Source: an optimization exercise on an open RTL-to-GDS flow (aim: small area). Production flows keep margins and buffers that such runs may drop.
In this exercise RTL edits were held to simulation tests only and were not proved equivalent to the original.
No activity file was given, so power comes from the tool's default toggle rates.

### design/flow/config.mk
export PLATFORM = sky130hd
export DESIGN_NAME = scsi_spc
export DESIGN_NICKNAME = scsi_spc
export VERILOG_FILES = /design/flow/design.v
export SDC_FILE = /design/flow/constraint.sdc
export NUM_CORES = 4
export LEC_CHECK = 0
export CAP_MARGIN = 20
export CORE_MARGIN = 2
export CORE_UTILIZATION = 40
export PLACE_DENSITY = 0.6
export SLEW_MARGIN = 20
### design/flow/constraint.sdc
create_clock -name core_clock -period 10.0 [get_ports {clk}]
set_input_delay 2.0000 -clock core_clock [delete_from_list [all_inputs] [get_ports {clk}]]
set_output_delay 2.0000 -clock core_clock [all_outputs]
set_load 0.01 [all_outputs]
### design/flow/design.v
module scsi_spc (
    input  wire        clk,
    input  wire        rst,           
    input  wire        host_cs,
    input  wire        host_we,       
    input  wire [3:0]  host_addr,     
    input  wire [7:0]  host_wdata,
    output reg  [7:0]  host_rdata,    
    output wire        irq,
    output wire        drq,
    input  wire [8:0]  scsi_ctl_i,
    input  wire [7:0]  scsi_dat_i,
    output wire [8:0]  scsi_ctl_o,
    output wire [7:0]  scsi_dat_o
);
    localparam [8:0] IO  = 9'h001, CD  = 9'h002, MSG = 9'h004, BSY = 9'h008,
                     SEL = 9'h010, REQ = 9'h020, ACK = 9'h040, ATN = 9'h080,
                     RST = 9'h100;
    localparam [3:0] D_ARB_FREE   = 4'd2;
    localparam [3:0] D_ARB_SETTLE = 4'd4;
    localparam [3:0] D_ARB_WIN    = 4'd1;
    localparam [3:0] D_SEL_FREE   = 4'd2;
    localparam [3:0] D_SEL_ID     = 4'd1;
    localparam [3:0] D_SEL_SEL    = 4'd2;
    localparam [3:0] D_SEL_OK     = 4'd1;
    localparam [3:0] D_HS         = 4'd1;
    localparam [2:0] BUS_FREE_CYCLES = 3'd4;
    localparam [3:0] R_BDID = 4'd0,  R_SCTL = 4'd1,  R_SCMD = 4'd2,  R_INTS = 4'd4,
                     R_PSNS = 4'd5,  R_SSTS = 4'd6,  R_SERR = 4'd7,  R_PCTL = 4'd8,
                     R_MBC  = 4'd9,  R_DREG = 4'd10, R_TEMP = 4'd11, R_TCH  = 4'd12,
                     R_TCM  = 4'd13, R_TCL  = 4'd14;
    localparam [7:0] I_DISC = 8'h20, I_CC = 8'h10, I_SR = 8'h08, I_TO = 8'h04,
                     I_RC = 8'h01;
    localparam [4:0] S_IDLE            = 5'd0,
                     S_ARB_WAIT_FREE   = 5'd1,
                     S_ARB_ASSERT_BSY  = 5'd2,
                     S_ARB_WAIT        = 5'd3,
                     S_ARB_ASSERT_SEL  = 5'd4,
                     S_SEL_WAIT_FREE   = 5'd5,
                     S_SEL_ASSERT_ID   = 5'd6,
                     S_SEL_ASSERT_SEL  = 5'd7,
                     S_SEL_WAIT_BSY    = 5'd8,
                     S_SEL_SUCCESS     = 5'd9,
                     S_X_WAIT_REQ      = 5'd10,
                     S_X_SEND_DATA     = 5'd11,
                     S_X_RECV_DATA     = 5'd12,
                     S_X_SEND_ACK      = 5'd13,
                     S_X_WAIT_DEASSERT = 5'd14,
                     S_X_DEASSERT_ACK  = 5'd15,
                     S_X_WAIT_EMPTY    = 5'd16;
    reg [2:0]  bdid;
    reg [7:0]  sctl, scmd, ints, sdgc, pctl, temp, dreg;
    reg        serr_xo;
    reg [23:0] tc;
    reg [7:0]  fifo_mem [0:7];
    reg [2:0]  fifo_head;
    reg [3:0]  fifo_cnt;
    reg [4:0]  state;
    reg [3:0]  dly;            
    reg [8:0]  sig;            
    reg [8:0]  diag_sig;       
    reg [7:0]  dat;            
    reg        connected, atn_q, xfer_in, xfer_dma, xfer_term, rst_seen;
    reg [2:0]  xfer_phase;
    reg        sel_armed;
    reg [24:0] sel_cnt;
    reg [2:0]  bf_cnt;
    wire [8:0] ctl  = sig | scsi_ctl_i;
    wire [7:0] data = dat | scsi_dat_i;
    wire       dm = sctl[5];
    wire [8:0] diag_ext = {2'b00, sdgc[6], sdgc[7], 1'b0, sdgc[3], sdgc[2], sdgc[1], sdgc[0]};
    wire [8:0] sense = dm ? (((diag_sig | diag_ext) & (REQ | ACK | BSY | MSG | CD | IO)) |
                             (ctl & (SEL | ATN | RST)))
                          : ctl;
    wire bus_free   = !ctl[3] && !ctl[4];
    wire bf_detect  = bus_free && (bf_cnt >= BUS_FREE_CYCLES);
    wire fam_sel  = (state >= S_ARB_WAIT_FREE) && (state <= S_SEL_SUCCESS);
    wire fam_xfer = (state >= S_X_WAIT_REQ);
    wire eng_free = (state == S_IDLE);
    wire [7:0] fifo_out = fifo_mem[fifo_head];
    wire [7:0] own_id   = 8'd1 << bdid;
    wire [8:0] hi_mask  = 9'h1FF << ({1'b0, bdid} + 4'd1);
    assign scsi_ctl_o = sig;
    assign scsi_dat_o = dat;
    assign irq = sctl[0] && ((ints != 8'h00) || serr_xo);
    assign drq = xfer_dma && fam_xfer &&
                 ((xfer_in && (fifo_cnt != 4'd0)) ||
                  (!xfer_in && (fifo_cnt < 4'd8) && ({20'd0, fifo_cnt} < tc)));
    wire host_rd = host_cs && !host_we;
    wire host_wr = host_cs && host_we;
    always @(*) begin
        case (host_addr)
            R_BDID: host_rdata = own_id;
            R_SCTL: host_rdata = sctl;
            R_SCMD: host_rdata = scmd;
            R_INTS: host_rdata = ints;
            R_PSNS: host_rdata = {sense[5], sense[6], sense[7], sense[4],
                                  sense[3], sense[2], sense[1], sense[0]};
            R_SSTS: host_rdata = {connected, 1'b0, !eng_free, fam_xfer,
                                  ctl[8], (tc == 24'd0), (fifo_cnt == 4'd8),
                                  (fifo_cnt == 4'd0)};
            R_SERR: host_rdata = {2'b00, serr_xo, 5'b00000};
            R_PCTL: host_rdata = pctl;
            R_MBC:  host_rdata = {4'h0, tc[3:0]};
            R_DREG: host_rdata = (fifo_cnt != 4'd0) ? fifo_out : dreg;
            R_TEMP: host_rdata = temp;
            R_TCH:  host_rdata = tc[23:16];
            R_TCM:  host_rdata = tc[15:8];
            R_TCL:  host_rdata = tc[7:0];
            default: host_rdata = 8'hFF;
        endcase
    end
    reg [2:0]  bdid_n;
    reg [7:0]  sctl_n, scmd_n, ints_n, sdgc_n, pctl_n, temp_n, dreg_n;
    reg        serr_n;
    reg [23:0] tc_n;
    reg [7:0]  mem_n [0:7];
    reg [2:0]  head_n;
    reg [3:0]  cnt_n;
    reg [4:0]  state_n;
    reg [3:0]  dly_n;
    reg [8:0]  own;            
    reg [8:0]  sig_n, diag_n;
    reg [7:0]  dat_n;
    reg        conn_n, atn_n, xin_n, xdma_n, xterm_n;
    reg [2:0]  xph_n;
    reg        armed_n;
    reg [24:0] selcnt_n;
    reg [2:0]  bf_n;
    reg [7:0]  int_set;
    reg        abort_all;
    reg        rst_rise;
    integer    i;
    always @(*) begin
        bdid_n   = bdid;   sctl_n = sctl;  scmd_n = scmd;  ints_n = ints;
        sdgc_n   = sdgc;   pctl_n = pctl;  temp_n = temp;  dreg_n = dreg;
        serr_n   = serr_xo;
        tc_n     = tc;
        for (i = 0; i < 8; i = i + 1) mem_n[i] = fifo_mem[i];
        head_n   = fifo_head;
        cnt_n    = fifo_cnt;
        state_n  = state;
        dly_n    = dly;
        own      = dm ? diag_sig : sig;
        sig_n    = sig;
        diag_n   = diag_sig;
        dat_n    = dat;
        conn_n   = connected;
        atn_n    = atn_q;
        xin_n    = xfer_in;
        xdma_n   = xfer_dma;
        xterm_n  = xfer_term;
        xph_n    = xfer_phase;
        armed_n  = sel_armed;
        selcnt_n = sel_cnt;
        int_set  = 8'h00;
        abort_all = 1'b0;
        rst_rise = ctl[8] && !rst_seen;
        if (bus_free) bf_n = (bf_cnt >= BUS_FREE_CYCLES) ? BUS_FREE_CYCLES : bf_cnt + 3'd1;
        else          bf_n = 3'd0;
        if (connected && eng_free && (dly == 4'd0) && bf_detect) begin
            conn_n = 1'b0;
            if (pctl[7]) int_set = int_set | I_DISC;
        end
        if (dly != 4'd0) begin
            dly_n = dly - 4'd1;
        end else begin
            case (state)
                S_ARB_WAIT_FREE:
                    if (bf_detect) begin
                        state_n = S_ARB_ASSERT_BSY; dly_n = D_ARB_FREE;
                    end
                S_ARB_ASSERT_BSY: begin
                    dat_n = own_id;
                    own   = own | BSY;
                    state_n = S_ARB_WAIT; dly_n = D_ARB_SETTLE;
                end
                S_ARB_WAIT:
                    if (({1'b0, data} & hi_mask) != 9'd0) begin
                        own   = own & ~BSY;
                        dat_n = 8'h00;
                        state_n = S_IDLE;
                    end else begin
                        state_n = S_ARB_ASSERT_SEL; dly_n = D_ARB_WIN;
                    end
                S_ARB_ASSERT_SEL: begin
                    own = own | SEL;
                    state_n = S_SEL_ASSERT_ID; dly_n = D_SEL_ID;
                end
                S_SEL_WAIT_FREE:
                    if (bf_detect) begin
                        state_n = S_SEL_ASSERT_ID; dly_n = D_SEL_FREE;
                    end
                S_SEL_ASSERT_ID: begin
                    dat_n = own_id | temp;
                    state_n = S_SEL_ASSERT_SEL; dly_n = D_SEL_ID;
                end
                S_SEL_ASSERT_SEL: begin
                    own = (own & ~(SEL | ATN | BSY)) | SEL | (atn_q ? ATN : 9'h000);
                    if (tc[23:8] != 16'd0) begin
                        armed_n  = 1'b1;
                        selcnt_n = {tc[23:8], 9'd30};    
                    end else begin
                        armed_n  = 1'b0;
                    end
                    state_n = S_SEL_WAIT_BSY; dly_n = D_SEL_SEL;
                end
                S_SEL_WAIT_BSY:
                    if (sense[3] && ((sense & (REQ | MSG | CD | IO)) == 9'd0)) begin
                        armed_n = 1'b0;
                        state_n = S_SEL_SUCCESS; dly_n = D_SEL_OK;
                    end
                S_SEL_SUCCESS:
                    if ((own & ~(ATN | RST)) == SEL) begin
                        own   = own & ~SEL;
                        dat_n = 8'h00;
                        conn_n = 1'b1;
                        int_set = int_set | I_CC;
                        state_n = S_IDLE;
                    end
                S_X_WAIT_REQ:
                    if (!sense[3] || (sense[2:0] != xfer_phase)) begin
                        own   = own & ~ACK;
                        dat_n = 8'h00;
                        if (!xfer_in) begin
                            cnt_n = 4'd0; head_n = 3'd0;
                        end
                        if (!sense[3]) begin
                            int_set = int_set | I_DISC;
                            conn_n  = 1'b0;
                        end else begin
                            int_set = int_set | I_SR;
                        end
                        state_n = S_IDLE;
                        xdma_n  = 1'b0;
                        xterm_n = 1'b0;
                    end else if (sense[5]) begin
                        state_n = xfer_in ? S_X_RECV_DATA : S_X_SEND_DATA;
                        dly_n   = D_HS;
                    end
                S_X_SEND_DATA:
                    if (tc == 24'd0) begin
                        dat_n = temp;
                        state_n = S_X_SEND_ACK; dly_n = D_HS;
                    end else if (fifo_cnt != 4'd0) begin
                        dat_n  = fifo_out;
                        head_n = fifo_head + 3'd1;
                        cnt_n  = fifo_cnt - 4'd1;
                        state_n = S_X_SEND_ACK; dly_n = D_HS;
                    end
                S_X_RECV_DATA:
                    if (tc == 24'd0) begin
                        temp_n = data;
                        state_n = S_X_SEND_ACK; dly_n = D_HS;
                    end else if (fifo_cnt != 4'd8) begin
                        mem_n[fifo_head + fifo_cnt[2:0]] = data;
                        cnt_n = fifo_cnt + 4'd1;
                        state_n = S_X_SEND_ACK; dly_n = D_HS;
                    end
                S_X_SEND_ACK: begin
                    if (xfer_phase == 3'd6 && tc <= 24'd1) begin
                        own   = (own & ~ATN) | ACK;
                        atn_n = 1'b0;
                    end else begin
                        own   = own | ACK;
                    end
                    state_n = S_X_WAIT_DEASSERT; dly_n = D_HS;
                end
                S_X_WAIT_DEASSERT:
                    if (!sense[5]) begin
                        state_n = S_X_DEASSERT_ACK; dly_n = D_HS;
                    end
                S_X_DEASSERT_ACK: begin
                    if (tc != 24'd0) tc_n = tc - 24'd1;
                    if (!xfer_in) dat_n = 8'h00;
                    own = own & ~ACK;
                    state_n = (tc <= 24'd1) ? S_X_WAIT_EMPTY : S_X_WAIT_REQ;
                    dly_n   = D_HS;
                end
                S_X_WAIT_EMPTY:
                    if (fifo_cnt == 4'd0) begin
                        dat_n   = 8'h00;
                        int_set = int_set | I_CC;
                        state_n = S_IDLE;
                        xdma_n  = 1'b0;
                        xterm_n = 1'b0;
                    end
                default: ;
            endcase
        end
        if (sel_armed && armed_n) begin
            if (sel_cnt == 25'd1) begin
                own     = own & ~(BSY | SEL | ATN | ACK);
                dat_n   = 8'h00;
                int_set = int_set | I_TO;
                state_n = S_IDLE;
                dly_n   = 4'd0;
                armed_n = 1'b0;
                atn_n   = 1'b0;
            end else begin
                selcnt_n = sel_cnt - 25'd1;
            end
        end
        if (host_wr) begin
            case (host_addr)
                R_BDID: bdid_n = host_wdata[2:0];
                R_SCTL: begin
                    sctl_n = host_wdata;
                    if (host_wdata[7] && !eng_free) abort_all = 1'b1;
                end
                R_SCMD: begin
                    scmd_n = host_wdata;
                    own = (own & ~RST) | (host_wdata[4] ? RST : 9'h000);
                    if (!sctl[7]) begin
                        case (host_wdata[7:5])
                            3'd0:  
                                if (!fam_xfer) begin
                                    own   = own & ~(BSY | SEL | ATN | ACK);
                                    dat_n = 8'h00;
                                    atn_n = 1'b0;
                                    if (fam_sel) begin
                                        state_n = S_IDLE;
                                        dly_n   = 4'd0;
                                        armed_n = 1'b0;
                                    end
                                end
                            3'd1:  
                                if (eng_free) begin
                                    serr_n  = 1'b0;
                                    state_n = sctl[4] ? S_ARB_WAIT_FREE : S_SEL_WAIT_FREE;
                                end
                            3'd2: begin  
                                atn_n = 1'b0;
                                own   = own & ~ATN;
                            end
                            3'd3: begin  
                                atn_n = 1'b1;
                                if (connected) own = own | ATN;
                            end
                            3'd4:  
                                if (eng_free) begin
                                    serr_n  = 1'b0;
                                    xph_n   = pctl[2:0];
                                    xin_n   = pctl[0];
                                    xdma_n  = !host_wdata[2];
                                    xterm_n = host_wdata[0];
                                    state_n = (tc == 24'd0 && !host_wdata[0]) ? S_X_WAIT_EMPTY
                                                                              : S_X_WAIT_REQ;
                                end
                            3'd6:  
                                if (eng_free) own = own & ~ACK;
                            3'd7:  
                                if (eng_free) own = own | ACK;
                            default: ;  
                        endcase
                    end
                end
                R_INTS: ints_n = ints & ~host_wdata;
                R_PSNS: sdgc_n = host_wdata;
                R_PCTL: pctl_n = host_wdata & 8'h87;
                R_DREG: begin
                    dreg_n = host_wdata;
                    if (cnt_n == 4'd8) begin
                        serr_n = 1'b1;
                    end else begin
                        mem_n[head_n + cnt_n[2:0]] = host_wdata;
                        cnt_n = cnt_n + 4'd1;
                    end
                end
                R_TEMP: temp_n = host_wdata;
                R_TCH:  tc_n[23:16] = host_wdata;
                R_TCM:  tc_n[15:8]  = host_wdata;
                R_TCL:  tc_n[7:0]   = host_wdata;
                default: ;
            endcase
        end else if (host_rd && host_addr == R_DREG) begin
            if (cnt_n != 4'd0) begin
                dreg_n = mem_n[head_n];
                head_n = head_n + 3'd1;
                cnt_n  = cnt_n - 4'd1;
            end
        end
        if (rst_rise) begin
            int_set = int_set | I_RC;
            if (!eng_free || (dly != 4'd0) || connected) begin
                own     = own & ~(BSY | SEL | ATN | ACK);
                dat_n   = 8'h00;
                cnt_n   = 4'd0;
                head_n  = 3'd0;
                state_n = S_IDLE;
                dly_n   = 4'd0;
                armed_n = 1'b0;
                conn_n  = 1'b0;
                atn_n   = 1'b0;
                xdma_n  = 1'b0;
                xterm_n = 1'b0;
            end
        end
        if (abort_all) ints_n = ints_n | (int_set & I_RC);
        else           ints_n = ints_n | int_set;
        if (abort_all) begin
            own     = 9'h000;
            scmd_n  = scmd_n & ~8'h10;
            cnt_n   = 4'd0;
            head_n  = 3'd0;
            state_n = S_IDLE;
            dly_n   = 4'd0;
            armed_n = 1'b0;
            conn_n  = 1'b0;
            atn_n   = 1'b0;
            xterm_n = 1'b0;
            xdma_n  = 1'b0;
            serr_n  = 1'b0;
            dat_n   = 8'h00;
        end
        if (abort_all) begin
            sig_n  = 9'h000;
            diag_n = 9'h000;
        end else if (dm) begin
            diag_n = own;
        end else begin
            sig_n  = own;
        end
    end
    always @(posedge clk) begin
        if (rst) begin
            bdid      <= 3'd7;
            sctl      <= 8'h00;
            scmd      <= 8'h00;
            ints      <= 8'h00;
            sdgc      <= 8'h00;
            pctl      <= 8'h00;
            temp      <= 8'h00;
            dreg      <= 8'h00;
            serr_xo   <= 1'b0;
            tc        <= 24'd0;
            fifo_head <= 3'd0;
            fifo_cnt  <= 4'd0;
            state     <= S_IDLE;
            dly       <= 4'd0;
            sig       <= 9'h000;
            diag_sig  <= 9'h000;
            dat       <= 8'h00;
            connected <= 1'b0;
            atn_q     <= 1'b0;
            xfer_in   <= 1'b0;
            xfer_dma  <= 1'b0;
            xfer_term <= 1'b0;
            xfer_phase <= 3'd0;
            rst_seen  <= 1'b0;
            sel_armed <= 1'b0;
            sel_cnt   <= 25'd0;
            bf_cnt    <= 3'd0;
        end else begin
            bdid      <= bdid_n;
            sctl      <= sctl_n;
            scmd      <= scmd_n;
            ints      <= ints_n;
            sdgc      <= sdgc_n;
            pctl      <= pctl_n;
            temp      <= temp_n;
            dreg      <= dreg_n;
            serr_xo   <= serr_n;
            tc        <= tc_n;
            fifo_head <= head_n;
            fifo_cnt  <= cnt_n;
            state     <= state_n;
            dly       <= dly_n;
            sig       <= sig_n;
            diag_sig  <= diag_n;
            dat       <= dat_n;
            connected <= conn_n;
            atn_q     <= atn_n;
            xfer_in   <= xin_n;
            xfer_dma  <= xdma_n;
            xfer_term <= xterm_n;
            xfer_phase <= xph_n;
            rst_seen  <= ctl[8];
            sel_armed <= armed_n;
            sel_cnt   <= selcnt_n;
            bf_cnt    <= bf_n;
        end
    end
    always @(posedge clk) begin
        for (i = 0; i < 8; i = i + 1) fifo_mem[i] <= mem_n[i];
    end
endmodule
### design/flow/run.sh
#!/bin/bash
# synth_recipe.tcl (not shown) runs the flow's synth.tcl, then flattens the netlist and writes it again
# the make line also repeats each setting of config.mk as NAME=value (left out here)
make -C /OpenROAD-flow-scripts/flow DESIGN_CONFIG=/design/flow/config.mk WORK_HOME=/design/flow/orfs CLKGATE_MAP_FILE= SYNTH_SCRIPT=/design/flow/synth_recipe.tcl finish
==> results.sh, run 1 <==
export IMPL_cts_buffer_depth=3
export IMPL_cp_top_family="simple AND/OR/NAND/NOR gates"
export IMPL_hold_class="reg -> reg"
export IMPL_synth_seq_cells=219
export IMPL_ios=60
export IMPL_postRouteAntennaNets=0
export IMPL_post_synth_instance_area_mm2=0.0143
export IMPL_wire_per_inst_um=24.2
export IMPL_finalWirelength_mm=55.6
export IMPL_grt_pass1_wl_mm=83.9
export IMPL_drc_errors=0
export IMPL_cp_cell_sequence="clkdlybuf4s50_1 > buf_4 > nand2b_1 > nor2_1 > a22oi_1 > and4_1 > o311ai_0 > clkdlybuf4s50_1"
export IMPL_cts_made_buffers=27
export IMPL_h_tree_depth=1
export IMPL_grt_usage_pct=29.5
export IMPL_worst_ep_arrival_time_ns=5.31
export IMPL_yosysTopAreaCell="dfxtp_1"
export IMPL_crit_top_cell="clkdlybuf4s50_1"
export IMPL_rsz0062_at_grt="no"
export IMPL_fin_crit_ns=7.31
export IMPL_cts_hold_fix_buffers=0
export IMPL_cts_repair_resize_count=0
export IMPL_layout_setup_ws_ns=2.69
export IMPL_drive_gt1_share_pct=10.2
export IMPL_vias=14825
export IMPL_clock_sinks=219
export IMPL_grt_ovfl_total=0
export IMPL_dr_pass1_iters=6
export IMPL_place_gp_congestion=0.961
export IMPL_yosysSeqAreaShare_pct=30.7
export IMPL_ys_flop_type="dfxtp_1"
export IMPL_drt_iter0_drc=1860
export IMPL_yosys_top_cells_area="dfxtp_1 31%, nor2_1 6.0%, mux2_2 5.6%"
export IMPL_fmax_ghz=0.137
export IMPL_initial_utilization_pct=40.3
export IMPL_path_class="in -> out"
export IMPL_antenna_found_initial=0
export IMPL_synth_async_reset_ratio_pct=0
export IMPL_post_synth_cell_area_avg_um2=7.82
export IMPL_cp_end_kind="output port"
export IMPL_die_y_um=193
export IMPL_crit_required_ns=8.00
export IMPL_num_rows=69
export IMPL_max_cap_viol_count=0
export IMPL_place_hpwl_mm=40.4
export IMPL_grt_max_degree=93
export IMPL_fin_skew_ns=0.0198
export IMPL_crit_buf_inv=3
export IMPL_power_leakage_nw=5.87
export IMPL_status="timing/DRC/antenna clean"
export IMPL_cp_max_fo=29
export IMPL_viasPerCell=6.44
export IMPL_hold_viol=0
export IMPL_ys_warn_count=3
export IMPL_setup_tns_ns=0
export IMPL_port_buffers=59
export IMPL_synth_edf_count=0
export IMPL_post_synth_num_cell_types=78
export IMPL_final_setup_viol_count=0
export IMPL_syn_nets=1898
export IMPL_die_area_mm2=0.0372
export IMPL_nNetsFinal=1893
export IMPL_cts_clk_slew_worst_paths_ns=0.05
export IMPL_p_per_area_mw_per_mm2=143
export IMPL_post_place_ws_ns=2.81
export IMPL_period_share_pct=73.1
export IMPL_ctsRootBufferMaster="clkbuf_16"
export IMPL_tightest_slew_ns=1.11
export IMPL_synthToLayoutAreaGrowth_pct=12.8
export IMPL_fin_hold_ws_ns=0.458
export IMPL_slowest_stage="nor2_1"
export IMPL_coreArea_mm2=0.0354
export IMPL_final_fill_count=3545
export IMPL_relSlewSlack_pct=25.4
export IMPL_synth_top_area_share_pct=30.7
export IMPL_cp_slowest_stage_delay_ns=0.92
export IMPL_cts_tree="yes"
export IMPL_worst_setup_path_start_kind="input port"
export IMPL_post_cts_buffers=0
export IMPL_die_w_um=193
export IMPL_drv_slew=0
export IMPL_grt_pass1_vias=13526
export IMPL_clk_latency_ns=0.57
export IMPL_syn_inst=1825
export IMPL_ir_worst_vdd_v=0.000110
==> synth_stat cells, types with 14 or more instances <==
master	instances
clkbuf_1	103
nand2_1	164
mux2_2	71
nand3_1	47
dfxtp_1	219
a311oi_1	15
nand4_1	15
ha_1	38
a22oi_1	24
a31oi_1	19
and2_1	14
o211ai_1	18
a221oi_1	23
a21oi_1	146
o21ai_0	96
nor2b_1	17
or3_1	22
a211oi_1	39
or2_2	14
inv_1	48
nor2_1	230
nand2b_1	25
nor4_1	30
mux2i_1	68
nor3_1	53
and3_1	17
xnor2_1	14
==> tightest hold or removal path: cells and delay by family, from the launching register on <==
| kind | cells | cell delay, ns |
|---|---|---|
| AND/OR/NAND/NOR | 1 | 0.05 |
| flip-flops | 1 | 0.30 |
| AO/OA/AOI/OAI | 1 | 0.06 |
==> cells in the final DEF, fill, tap and decap left out, types with 15 or more instances in the layout <==
master           synthesis  final
nor2_1                 230    229
nor3_1                  53     52
nor4_1                  30     29
nand3_1                 47     47
or3_1                   22     22
a21oi_1                146    146
ha_1                    38     38
clkdlybuf4s50_1          0     58
a31oi_1                 19     19
o211ai_1                18     18
o21ai_0                 96     96
mux2_2                  71     71
a211oi_1                39     39
dfxtp_1                219    219
clkbuf_16                0     27
nand4_1                 15     15
inv_1                   48     48
mux2i_1                 68     68
nand2b_1                25     25
and3_1                  17     17
a22oi_1                 24     24
a311oi_1                15     15
a221oi_1                23     23
buf_4                    0     33
nand2_1                164    164
nor2b_1                 17     17
==> final cells by class <==
class / instances / area [um^2] / area share, %
multi-input combinational: 1431 / 9270 / 57.5
sequential: 219 / 4380 / 27.2
timing repair buffer: 91 / 828 / 5.14
clock buffer: 40 / 785 / 4.87
tap: 461 / 577 / 3.58
inverter: 50 / 190 / 1.18
clock inverter: 8 / 73.8 / 0.458
antenna: 1 / 2.50 / 0.0155
==> sequential cells by signal, summed over array words and instances (netlist names), 4 cells and up <==
| register | count |
|---|---|
| dat | 8 |
| diag_sig | 8 |
| dly | 4 |
| dreg | 8 |
| fifo_cnt | 4 |
| fifo_mem | 64 |
| ints | 8 |
| pctl | 4 |
| scmd | 8 |
| sctl | 8 |
| sdgc | 6 |
| sel_cnt | 25 |
| sig | 9 |
| state | 5 |
| tc | 24 |
| temp | 8 |
==> report_power, final <==
| group | internal (mW) | switching (mW) | total [mW] |
|---|---|---|---|
| combinational | 0.131 | 0.263 | 0.394 |
| clock | 0.565 | 0.409 | 0.974 |
| sequential | 0.903 | 0.0257 | 0.929 |
| total | 1.60 | 0.697 | 2.30 |
==> cell families after synthesis <==
| logic type | synth area share [%] |
|---|---|
| xor+xnor | 1.89 |
| compound gates | 23.8 |
| buf+inv | 4.71 |
| fa+ha+maj | 3.61 |
| simple gates | 24.7 |
| mux | 10.6 |
| flops | 30.7 |
==> path summary, 6_finish.rpt <==
check	start	endpoint	slack, ns	depth (start not counted)
max	host_addr[2]	host_rdata[2]	2.69	8
max reg2reg	tc[11]	fifo_mem[1][0]	4.22	13
min	scmd[5]	scmd[5]	0.46	2
min reg2reg	scmd[5]	scmd[5]	0.46	2
==> per-layer routing <==
metal | global-route usage (%) | vias to the layer above | routed length [um]
met1 | 43.1 | 7158 | 25000
met3 | 4.67 | 111 | 5080
met4 | 10.4 | 0 | 1790
met2 | 43.6 | 796 | 23700
li1 | - | 6760 | -
met5 | 0 | - | 0
==> metrics by stage <==
stage / instances / power, mW / instance area (um^2) / util [%]
floorplan: 1825 / 1.19 / 14300 / -
global placement: 2252 / 1.32 / 15200 / 43.0
detailed placement: 2252 / 1.33 / 15200 / 43.0
CTS: 2300 / 2.29 / 16100 / 45.5
global route: 2300 / 2.37 / 16100 / 45.5
finish: 2301 / 2.30 / 16100 / 45.5
==> run 2, diff against run 1 <==
--- a/design/flow/config.mk
+++ b/design/flow/config.mk
@@ -9,4 +9,5 @@
 export CORE_MARGIN = 2
 export CORE_UTILIZATION = 40
+export CTS_BUF_LIST = sky130_fd_sc_hd__clkbuf_4
 export PLACE_DENSITY = 0.6
 export SLEW_MARGIN = 20
==> run 2 against run 1 <==
Effect of this change: utilization decreased by 0.29 points; global-route usage increased by 0.62 points; largest cell class unchanged; power decreased by 5.8%; combinational power about the same; critical endpoint unchanged; sequential power about the same; maximum frequency decreased by 0.69%.
==> results.sh, run 2 <==
export IMPL_grt_pass1_vias=13953
export IMPL_clock_sinks=219
export IMPL_ys_warn_count=3
export IMPL_fin_hold_ws_ns=0.461
export IMPL_cts_made_buffers=67
export IMPL_grt_max_degree=93
export IMPL_synthToLayoutAreaGrowth_pct=12.1
export IMPL_postRouteAntennaNets=0
export IMPL_ctsRootBufferMaster="clkbuf_4"
export IMPL_wire_per_inst_um=23.7
export IMPL_post_dp_cell_area_mm2=0.0152
export IMPL_fin_skew_ns=0.0548
export IMPL_die_y_um=193
export IMPL_ir_worst_vdd_v=0.000110
export IMPL_p_per_area_mw_per_mm2=135
export IMPL_die_w_um=193
export IMPL_cts_clk_slew_worst_paths_ns=0.07
export IMPL_final_design_area_no_fill_mm2=0.0160
export IMPL_coreArea_mm2=0.0354
export IMPL_finalWirelength_mm=56.1
export IMPL_nNetsFinal=1933
export IMPL_seqPwrFrac_pct=42.9
export IMPL_cts_repair_resize_count=0
export IMPL_dr_pass1_iters=6
export IMPL_drv_slew=0
export IMPL_synth_most_common_cell="nor2_1"
export IMPL_yosys_top_cells_area="dfxtp_1 31%, nor2_1 6.0%, mux2_2 5.6%"
export IMPL_netlist_top_cells_count="230 x nor2_1, 219 x dfxtp_1, 164 x nand2_1"
export IMPL_final_setup_viol_count=0
export IMPL_yosysSeqAreaShare_pct=30.7
export IMPL_syn_nets=1898
export IMPL_post_synth_num_cell_types=78
export IMPL_viasPerCell=6.37
export IMPL_grt_ovfl_total=0
export IMPL_status="timing/DRC/antenna clean"
export IMPL_fmax_ghz=0.136
export IMPL_vias=15068
export IMPL_fin_crit_ns=7.36
export IMPL_path_class="in -> out"
export IMPL_drive_gt1_share_pct=12.9
export IMPL_synth_edf_count=0
export IMPL_power_leakage_nw=5.91
export IMPL_setup_tns_ns=0
export IMPL_clk_latency_ns=0.77
export IMPL_die_area_mm2=0.0372
export IMPL_utilization_pct=45.2
export IMPL_relSlewSlack_pct=21.3
export IMPL_layout_common_cells="229 x nor2_1, 219 x dfxtp_1, 164 x nand2_1"
export IMPL_place_gp_congestion=0.961
export IMPL_rsz0062_at_grt="no"
export IMPL_cts_buffer_depth=3
export IMPL_syn_inst=1825
export IMPL_layout_commonest_cell="nor2_1"
export IMPL_ys_flop_type="dfxtp_1"
export IMPL_cts_tree="yes"
export IMPL_post_synth_instance_area_mm2=0.0143
export IMPL_top_register="fifo_mem"
export IMPL_yosysTopAreaCell="dfxtp_1"
export IMPL_clkPwrFrac_pct=38.9
export IMPL_pwr_share_comb_pct=18.2
export IMPL_p_int_mw=1.45
export IMPL_synth_top_area_share_pct=30.7
export IMPL_initial_utilization_pct=40.3
export IMPL_tightest_slew_ns=1.16
export IMPL_drc_errors=0
export IMPL_cp_end_kind="output port"
export IMPL_place_hpwl_mm=40.4
export IMPL_antenna_found_initial=3
export IMPL_cts_hold_fix_buffers=0
export IMPL_grt_usage_pct=30.1
export IMPL_num_rows=69
export IMPL_crit_required_ns=8.00
export IMPL_max_cap_viol_count=0
export IMPL_worst_ep_arrival_time_ns=5.36
export IMPL_period_share_pct=73.6
export IMPL_post_synth_cell_area_avg_um2=7.82
export IMPL_worst_setup_path_start_kind="input port"
export IMPL_synth_async_reset_ratio_pct=0
export IMPL_ios=60
export IMPL_cp_max_fo=29
export IMPL_hold_class="reg -> reg"
export IMPL_drt_iter0_drc=1960
export IMPL_swShare_pct=32.9
export IMPL_synth_seq_cells=219
export IMPL_reg_largest_list="fifo_mem: 64 flops, sel_cnt: 25 flops, tc: 24 flops"
export IMPL_post_cts_buffers=0
export IMPL_grt_pass1_wl_mm=84.9
export IMPL_p_sw_mw=0.712
export IMPL_largest_register_ff_count=64
export IMPL_hold_viol=0
export IMPL_port_buffers=59
export IMPL_h_tree_depth=3
run 2: metrics by stage:
stage	power [mW]	setup slack [ns]	std cells
after CTS	2.17	2.81	2359
after global placement	1.32	2.93	2252
after global routing	2.26	2.58	2363
final	2.16	2.64	2364
after floorplan	1.19	4.50	1825
after detailed placement	1.33	2.81	2252
run 2: layer usage:
metal	global-route usage, %	part of all wire [%]	vias to the layer above
li1	-	-	6864
met1	43.2	44	7245
met2	43.4	42	816
met3	6.11	10	143
met4	12.9	3.9	0
met5	0	0	-
run 2: worst max-delay path, stage by stage:
cell	delay, ns
clkdlybuf4s50_1	0.45
buf_4	0.29
nand2b_1	0.34
nor2_1	0.94
a22oi_1	0.24
and4_1	0.27
o311ai_0	0.17
clkdlybuf4s50_1	0.65
run 2: kinds of logic (layout without fill, tap and decap cells):
family	count (synthesis)	after routing	synth area share (%)
compound gates	512	512	23.8
xor+xnor	27	27	1.89
fa+ha+maj	40	40	3.61
buf+inv	175	248	4.71
flops	219	219	30.7
mux	141	141	10.6
other cells	0	5	0
simple gates	711	711	24.7
run 2: final timing paths:
kind | depth (start not counted) | slack (ns) | end | from
max reg2reg | 13 | 4.30 | fifo_mem[1][0] | tc[11]
min | 1 | 0.46 | bf_cnt[0] | bf_cnt[0]
min reg2reg | 1 | 0.46 | bf_cnt[0] | bf_cnt[0]
max | 8 | 2.64 | host_rdata[2] | host_addr[2]
run 2: power groups by stage:
stage          registers (mW)  clock network (mW)  logic [mW]
2_1_floorplan           0.937                   0       0.249
3_3_place_gp            0.947                   0       0.376
3_5_place_dp            0.947                   0       0.382
4_1_cts                 0.928               0.855       0.383
5_1_grt                 0.932               0.905       0.421
6_report                0.929               0.841       0.394
run 2: area by class of cell:
| cell class | count | area (um^2) |
|---|---|---|
| Antenna cell | 5 | 12.5 |
| Clock buffer | 91 | 683 |
| Clock inverter | 16 | 68.8 |
| Fill cell | 3589 | 19400 |
| Inverter | 50 | 190 |
| Multi-Input combinational cell | 1431 | 9260 |
| Sequential cell | 219 | 4380 |
| Tap cell | 461 | 577 |
| Timing Repair Buffer | 91 | 828 |
==> run 3, diff against run 2 <==
--- a/design/flow/config.mk
+++ b/design/flow/config.mk
@@ -9,5 +9,6 @@
 export CORE_MARGIN = 2
 export CORE_UTILIZATION = 40
-export CTS_BUF_LIST = sky130_fd_sc_hd__clkbuf_4
+export CTS_BUF_LIST = sky130_fd_sc_hd__clkbuf_8
+export CTS_CLUSTER_SIZE = 30
 export PLACE_DENSITY = 0.6
 export SLEW_MARGIN = 20
==> run 3 against run 2 <==
Effect of this change: still clean on timing, DRC and antenna; clock skew down 0.026 ns; register-to-register slack worse by 0.02 ns; sequential power about the same; die area unchanged; worst setup slack better by 0.053 ns; sequential cell count unchanged; non-clock buffer count unchanged; utilization up 0.55 points; critical endpoint unchanged; largest cell class unchanged.
==> results.sh, run 3 <==
export IMPL_status="timing/DRC/antenna clean"
export IMPL_initial_utilization_pct=40.3
export IMPL_clk_latency_ns=0.63
export IMPL_fin_crit_ns=7.31
export IMPL_wire_per_inst_um=24.1
export IMPL_drive_gt1_share_pct=11.8
export IMPL_p_sw_mw=0.729
export IMPL_synth_async_reset_ratio_pct=0
export IMPL_relSlewSlack_pct=17.1
export IMPL_cts_clk_slew_worst_paths_ns=0.05
export IMPL_slowest_stage="nor2_1"
export IMPL_place_hpwl_mm=40.4
export IMPL_setup_tns_ns=0
export IMPL_grt_max_degree=93
export IMPL_post_cts_buffers=0
export IMPL_layout_setup_ws_ns=2.69
export IMPL_post_synth_cell_area_avg_um2=7.82
export IMPL_grt_pass1_vias=13706
export IMPL_fin_skew_ns=0.0285
export IMPL_largest_register_ff_count=64
export IMPL_path_class="in -> out"
export IMPL_finalWirelength_mm=56.1
export IMPL_crit_required_ns=8.00
export IMPL_layout_commonest_cell="nor2_1"
export IMPL_period_share_pct=73.1
export IMPL_grt_ovfl_total=0
export IMPL_worst_setup_path_start_kind="input port"
export IMPL_clkPwrFrac_pct=43.3
export IMPL_cp_slowest_stage_delay_ns=0.90
export IMPL_postRouteAntennaNets=0
export IMPL_ir_worst_vdd_v=0.000119
export IMPL_seqPwrFrac_pct=39.8
export IMPL_post_synth_num_cell_types=78
export IMPL_ctsRootBufferMaster="clkbuf_8"
export IMPL_yosysSeqAreaShare_pct=30.7
export IMPL_synth_top_area_share_pct=30.7
export IMPL_synth_most_common_cell="nor2_1"
export IMPL_synth_edf_count=0
export IMPL_antenna_cells=0
export IMPL_drt_iter0_drc=1845
export IMPL_synth_seq_cells=219
export IMPL_clock_sinks=219
export IMPL_cts_tree="yes"
export IMPL_cts_repair_resize_count=0
export IMPL_ys_warn_count=3
export IMPL_cts_buffer_depth=3
export IMPL_netlist_top_cells_count="230 x nor2_1, 219 x dfxtp_1, 164 x nand2_1"
export IMPL_r2r_start="tc[11]"
export IMPL_ys_flop_type="dfxtp_1"
export IMPL_layout_common_cells="229 x nor2_1, 219 x dfxtp_1, 164 x nand2_1"
export IMPL_dr_pass1_iters=7
export IMPL_swShare_pct=31.2
export IMPL_reg_largest_list="fifo_mem: 64 flops, sel_cnt: 25 flops, tc: 24 flops"
export IMPL_coreArea_mm2=0.0354
export IMPL_worstHoldStart="bf_cnt[0]"
export IMPL_cts_hold_fix_buffers=0
export IMPL_hold_viol=0
export IMPL_cts_made_buffers=43
export IMPL_utilization_pct=45.8
export IMPL_cp_end_kind="output port"
export IMPL_antenna_found_initial=0
export IMPL_place_gp_congestion=0.961
export IMPL_ios=60
export IMPL_post_synth_instance_area_mm2=0.0143
export IMPL_synthToLayoutAreaGrowth_pct=13.5
export IMPL_p_int_mw=1.61
export IMPL_worst_ep_arrival_time_ns=5.31
export IMPL_yosysTopAreaCell="dfxtp_1"
export IMPL_viasPerCell=6.41
export IMPL_final_setup_viol_count=0
export IMPL_fmax_ghz=0.137
export IMPL_drv_slew=0
export IMPL_cp_max_fo=29
export IMPL_grt_pass1_wl_mm=84.1
export IMPL_worstSetupStartpoint="host_addr[2]"
export IMPL_post_place_ws_ns=2.81
export IMPL_reg2reg_slack_ns=4.28
export IMPL_grt_usage_pct=29.9
export IMPL_nNetsFinal=1909
export IMPL_crit_top_cell="clkdlybuf4s50_1"
export IMPL_hold_class="reg -> reg"
export IMPL_syn_nets=1898
export IMPL_die_w_um=193
export IMPL_drc_errors=0
export IMPL_num_rows=69
export IMPL_die_y_um=193
export IMPL_rsz0062_at_grt="no"
export IMPL_max_cap_viol_count=0
export IMPL_die_area_mm2=0.0372
export IMPL_tightest_slew_ns=1.23
export IMPL_power_leakage_nw=5.95
export IMPL_port_buffers=59
export IMPL_h_tree_depth=2
export IMPL_syn_inst=1825
export IMPL_yosys_top_cells_area="dfxtp_1 31%, nor2_1 6.0%, mux2_2 5.6%"
export IMPL_final_fill_count=3545
export IMPL_top_register="fifo_mem"
export IMPL_vias=14926
export IMPL_cp_cell_sequence="clkdlybuf4s50_1 > buf_4 > nand2b_1 > nor2_1 > a22oi_1 > and4_1 > o311ai_0 > clkdlybuf4s50_1"
export IMPL_p_per_area_mw_per_mm2=144
export IMPL_pwr_share_comb_pct=16.9
[run 3: cell counts after synthesis]
No cell type changed its count.
[run 3: logic make-up (layout without fill, tap and decap cells)]
| group | Yosys count | after routing | synth area share [%] |
|---|---|---|---|
| adder cells (fa/ha/maj) | 40 | 40 | 3.61 |
| buffers and inverters | 175 | 219 | 4.71 |
| AND/OR/NAND/NOR | 711 | 711 | 24.7 |
| multiplexers | 141 | 141 | 10.6 |
| flip-flops | 219 | 219 | 30.7 |
| XOR/XNOR | 27 | 27 | 1.89 |
| AO/OA/AOI/OAI | 512 | 512 | 23.8 |
[run 3: worst max-delay path: cells and delay by family]
family | cells | cell delay, ns
buf+inv | 3 | 1.39
simple gates | 3 | 1.52
compound gates | 2 | 0.39
[run 3: path summary, 6_finish.rpt]
check,end,depth (start not counted)
worst max register to register,fifo_mem[1][0],13
worst min register to register,bf_cnt[0],1
worst min-delay path,bf_cnt[0],1
worst max-delay path,host_rdata[2],8
[run 3: metal layers]
metal / part of all wire (%) / GRT usage [%]
met5: 0 / 0
met1: 44 / 42.7
met3: 10 / 6.11
met2: 42 / 42.7
met4: 4.3 / 14.3
[run 3: area by class of cell]
cell class / count / area, um^2 / area share (%)
timing repair buffer: 91 / 828 / 5.11
sequential: 219 / 4380 / 27.1
clock inverter: 20 / 160 / 0.989
clock buffer: 58 / 798 / 4.93
multi-input combinational: 1431 / 9260 / 57.2
tap: 461 / 577 / 3.56
inverter: 50 / 190 / 1.17
[run 3: power groups by stage]
| stage | Clock, mW | Sequential (mW) | Combinational, mW |
|---|---|---|---|
| 3_3_place_gp | 0 | 0.947 | 0.376 |
| 6_report | 1.01 | 0.930 | 0.395 |
| 4_1_cts | 1.03 | 0.928 | 0.384 |
| 3_5_place_dp | 0 | 0.947 | 0.382 |
| 5_1_grt | 1.07 | 0.932 | 0.421 |
| 2_1_floorplan | 0 | 0.937 | 0.249 |
[run 3: metrics by stage]
step	cells	hold WS (ns)	power, mW	area, um^2
floorplan	1825	0.425	1.19	14300
global placement	2252	0.444	1.32	15200
detailed placement	2252	0.451	1.33	15200
CTS	2330	0.460	2.34	16200
global route	2330	0.488	2.42	16200
finish	2330	0.460	2.34	16200

## what the ideal ports hide
The results above use ideal ports. As a check the final layouts listed here were re-extracted and re-timed, cells and wires unchanged.
Step 1 (the two cells are an assumption about what drives the block):
set clk [get_ports {clk}]
set_driving_cell -lib_cell sky130_fd_sc_hd__clkbuf_16 $clk
set_driving_cell -lib_cell sky130_fd_sc_hd__buf_2 [delete_from_list [all_inputs] $clk]
Step 2 adds t to the input delays and takes it off the output delays; t is the mean of the earliest and latest rising clock arrival at the registers after step 1. Input paths then give back, and output paths get back, about the clock's delay inside the block.
a / b / c = no drivers / after step 1 / after step 2; a / b = the first two.
| run | shift t [ns] | slack for setup (ns) | worst setup path after step 2 | latest minus earliest clock arrival (ns) | slew at the worst register clock pin (ns) |
|---|---|---|---|---|---|
| run 1 | 0.609 | 2.689 / 2.663 / 2.663 | input to output | 0.020 / 0.020 | 0.07 / 0.07 |
| run 2 | 0.794 | 2.639 / 2.613 / 2.613 | input to output | 0.055 / 0.055 | 0.07 / 0.07 |
| run 3 | 0.663 | 2.691 / 2.666 / 2.666 | input to output | 0.029 / 0.029 | 0.07 / 0.07 |
After both steps setup and hold are still met in every run listed.
